This is an optimization exercise on Yosys and OpenROAD, whose aim is small area, a short achievable clock period and few clock cycles, not a production implementation. RTL that was checked went through simulation tests only; none was proved equivalent to the original. Power is estimated from default activity; no workload was simulated.

// ddp_core
module ddp_core (
    input  wire         clk,
    input  wire         rst,           
    input  wire         cmd_valid,
    output wire         cmd_ready,
    input  wire [7:0]   cmd_op,
    input  wire [111:0] cmd_data,
    input  wire [15:0]  cmd_len,
    input  wire         cmd_txfail,    
    input  wire [63:0]  cmd_now_sec,   
    input  wire [29:0]  cmd_now_nanos,
    output reg          rsp_valid,
    output reg  [2:0]   rsp_status,
    output reg  [111:0] rsp_data,
    output reg  [15:0]  rsp_len,
    output reg          rsp_mism
);
clock: 10.0 ns
lec_check: 0
cap_margin: 10
core_margin: 2
core_utilization: 50
place_density: 0.65
slew_margin: 10
standard.sh (not shown) runs the stock make flow with config.mk's settings and CLKGATE_MAP_FILE= SYNTH_SCRIPT=/design/flow/synth_recipe.tcl, a recipe that flattens the netlist after the stock synthesis.
==> flow/flow/run.sh <==
#!/bin/bash
# The standard layout, with a tighter setup target for timing repair
# (the constraints are unchanged) and the smallest buffer on the ports.
bash standard.sh SETUP_SLACK_MARGIN=6.8 "BUFFER_PORTS_ARGS=-buffer_cell sky130_fd_sc_hd__buf_1" finish > standard.log 2>&1
Testbench counts at the start, summed over its fixed seeds: cycles 10,492.
Change:
==> flow/flow/run.sh (replaced) <==
#!/bin/bash
# The standard layout, with a tighter setup target for timing repair
# (the constraints are unchanged) and the smallest buffer on the ports.
bash standard.sh SETUP_SLACK_MARGIN=7.0 "BUFFER_PORTS_ARGS=-buffer_cell sky130_fd_sc_hd__buf_1" finish > standard.log 2>&1
CTS_BUF_LIST = sky130_fd_sc_hd__clkbuf_4 sky130_fd_sc_hd__clkbuf_8   (was default)
Effect:
- The new run finished clean
- routed wire length came out higher by 6.0%
- power rose by 2.3%
- critical path depth went down by 11
- combinational power grows by 11%
- core utilization grows by 6.1 points
- flip-flop and latch count is unchanged
- cell area grows by 10%
- via count went up by 3.9%
- clock skew is higher by 0.0089 ns
- die area stays the same
Change:
==> flow/flow/run.sh (replaced) <==
#!/bin/bash
# The standard layout, with a tighter setup target for timing repair
# (the constraints are unchanged) and the smallest buffer on the ports.
bash standard.sh SETUP_SLACK_MARGIN=6.8 "BUFFER_PORTS_ARGS=-buffer_cell sky130_fd_sc_hd__buf_1" finish > standard.log 2>&1
CTS_BUF_LIST = default   (was sky130_fd_sc_hd__clkbuf_4 sky130_fd_sc_hd__clkbuf_8)
GPL_ROUTABILITY_DRIVEN = 0   (was default)
TNS_END_PERCENT = 50   (was default)
Outcome:
- cell count fell by a few percent
- setup slack is better by 0.025 ns
- register-to-register slack is worse by 0.10 ns
- synthesized cell count does not change
- first-iteration DRC count grows slightly
- clock skew falls by 0.021 ns
- wire length drops by a little under a tenth
- via count is lower by a few percent
- clock power climbs by a few percent
- utilization falls by 6.5 points
- count of clock-buffer cells in the layout is lower by 37
Change:
GPL_ROUTABILITY_DRIVEN = default   (was 0)
The new run produced a clean layout.
Cell area went down by about 0.6%.
Global-route usage went up by 1.2 points.
Worst hold slack loses 0.0041 ns.
Final cell count barely changes.
Via count went up by about 0.5%.
Sequential share of layout area went up by 0.17 points.
Core utilization went down by 0.34 points.
Register-to-register slack loses 0.02 ns.
Routed wire length went up by about 2.4%.
Change:
CTS_BUF_LIST = sky130_fd_sc_hd__clkbuf_4 sky130_fd_sc_hd__clkbuf_8   (was default)
TNS_END_PERCENT = default   (was 50)
The new run finished clean; clock-buffer cell count climbs by 37; design area climbs by 4.8%; critical path depth is unchanged; sequential power barely changes; synthesized area does not change; routed wire length climbs by 2.6%; global-route usage climbs by 0.87 points; clock skew climbs by 0.010 ns; hold slack got worse by 0.018 ns.
Change:
CAP_MARGIN = 5   (was 10)
CTS_BUF_LIST = default   (was sky130_fd_sc_hd__clkbuf_4 sky130_fd_sc_hd__clkbuf_8)
SLEW_MARGIN = 5   (was 10)
Outcome: The changed run went through all stages and came out clean. Cell area falls by a few percent. Utilization falls by 2.2 points. Critical path depth rises by 11.

---

ddp_core, a different RTL version from the one above (not shown whole).
Size: roughly 2300 cells after synthesis, ~370 I/O pins, about 20000 µm² of cells after synthesis.
==> flow/config.mk <==
export PLATFORM = sky130hd
export DESIGN_NAME = ddp_core
export DESIGN_NICKNAME = ddp_core
export VERILOG_FILES = /design/flow/design.v
export SDC_FILE = /design/flow/constraint.sdc
export NUM_CORES = 4
export LEC_CHECK = 0
export CAP_MARGIN = 10
export CORE_MARGIN = 2
export CORE_UTILIZATION = 50
export CTS_BUF_LIST = sky130_fd_sc_hd__clkbuf_4 sky130_fd_sc_hd__clkbuf_8
export PLACE_DENSITY = 0.65
export SLEW_MARGIN = 10
==> flow/constraint.sdc <==
create_clock -name core_clock -period 10.0 [get_ports {clk}]
set_input_delay 2.0000 -clock core_clock [delete_from_list [all_inputs] [get_ports {clk}]]
set_output_delay 2.0000 -clock core_clock [all_outputs]
set_load 0.01 [all_outputs]
==> flow/flow/run.sh <==
#!/bin/bash
# The standard layout, with a tighter setup target for timing repair
# (the constraints are unchanged) and the smallest buffer on the ports.
bash standard.sh SETUP_SLACK_MARGIN=6.6 "BUFFER_PORTS_ARGS=-buffer_cell sky130_fd_sc_hd__buf_1" finish > standard.log 2>&1
The baseline finished clean.
Change:
==> flow/flow/run.sh (replaced) <==
#!/bin/bash
# The standard layout, with a tighter setup target for timing repair
# (the constraints are unchanged) and the smallest buffer on the ports.
bash standard.sh SETUP_SLACK_MARGIN=6.8 "BUFFER_PORTS_ARGS=-buffer_cell sky130_fd_sc_hd__buf_1" finish > standard.log 2>&1
After rerunning: Sequential power barely changes; register-to-register slack gets better by 0.20 ns; worst setup slack gets better by 0.14 ns.
Function was not checked in any run of this note: the RTL went through the layout flow alone.

---

== P ==
Another version of the RTL of ddp_core (not shown whole).
Size: about 2300 cells after synthesis, about 370 flip-flops, about 20000 um^2 of cells after synthesis.
clock: 10.0 ns
lec_check: 0
cap_margin: 20
core_margin: 2
core_utilization: 50
cts_buf_list: sky130_fd_sc_hd__clkbuf_4 sky130_fd_sc_hd__clkbuf_8
place_density: 0.65
slew_margin: 20
==> flow/flow/run.sh <==
#!/bin/bash
# The standard layout, with a tighter setup target for timing repair
# (the constraints are unchanged) and the smallest buffer on the ports.
bash standard.sh SETUP_SLACK_MARGIN=6.8 "BUFFER_PORTS_ARGS=-buffer_cell sky130_fd_sc_hd__buf_1" finish > standard.log 2>&1
In summary, P completed successfully, with a layout that passed the timing, DRC and antenna checks.
Testbench counts of P, summed over its fixed seeds: cycles 10,492.
Input-level comparison between Q and P:
==> flow/flow/run.sh <==
#!/bin/bash
# The standard layout, with a tighter setup target for timing repair
# (the constraints are unchanged) and the smallest buffer on the ports.
bash standard.sh SETUP_SLACK_MARGIN=7.1 "BUFFER_PORTS_ARGS=-buffer_cell sky130_fd_sc_hd__buf_1" finish > standard.log 2>&1
## What came out
- Q: PASS, flow complete, no timing, DRC or antenna violations
- Changes observed in Q relative to P: sequential share of layout area saw a decrease; number of logic stages on the critical path including buffering saw an increase; power saw an increase.
- Final worst setup slack came out higher on Q than on P.
- Taking P as the reference point, the met3 layer usage reported by global route of Q rises by 2.1 points.
- First-pass detailed-route iteration total, P and Q: smaller value in P
- A origin of the worst setup path of s1_data[64] is what Q shows, while s1_len[2] belongs to P.
- Higher total wire length after detailed routing among P and Q: Q
- Compared with P, Q shows area occupied by multi-input gates that has gone up by a few percent.
- From P to Q the numbers moved as follows: fraction of power consumed by the clock network ~0 delta; utilization +5.8 points.
- The run showing the greater routed length per instance is Q.

==> re-timing with driven ports <==
How much do the figures lean on ideal ports? The routed layouts below were timed once more, with nothing changed but the port constraints.
Step 1: set_driving_cell puts a clkbuf_16 on clk and a buf_2 on each other input, an assumption about the parent block.
Step 2, shift: input delay + t, output delay - t, t = (earliest + latest rising clock arrival at the registers) / 2. This alone moves slack from input paths to output paths.
Slacks: ideal ports / drivers / drivers and shift; pairs: ideal ports / drivers.
| run | shift t [ns] | setup slack, ns | worst hold slack (ns) | worst setup path at the end |
|---|---|---|---|---|
| the first run of note 1 | 0.629 | 6.775 / 6.745 / 6.309 | 0.449 / 0.449 / 0.449 | input to register |
| the second run of note 1 | 0.690 | 6.720 / 6.665 / 6.376 | 0.447 / 0.447 / 0.447 | input to register |
| the third run of note 1 | 0.621 | 6.745 / 6.687 / 6.286 | 0.448 / 0.448 / 0.448 | input to register |
| the fourth run of note 1 | 0.617 | 6.740 / 6.681 / 6.310 | 0.444 / 0.444 / 0.444 | input to register |
| the fifth run of note 1 | 0.727 | 6.712 / 6.657 / 6.243 | 0.426 / 0.426 / 0.426 | input to register |
| the sixth run of note 1 | 0.629 | 6.762 / 6.742 / 6.312 | 0.451 / 0.451 / 0.451 | input to register |
| the first run of note 2 | 0.713 | 6.567 / 6.567 / 6.172 | 0.448 / 0.448 / 0.448 | input to register |
| the second run of note 2 | 0.727 | 6.712 / 6.657 / 6.243 | 0.426 / 0.426 / 0.426 | input to register |
| P | 0.726 | 6.698 / 6.665 / 6.243 | 0.451 / 0.451 / 0.451 | input to register |
| Q | 0.745 | 6.703 / 6.650 / 6.373 | 0.454 / 0.454 / 0.454 | input to register |
After both steps setup and hold are still met in every run listed.
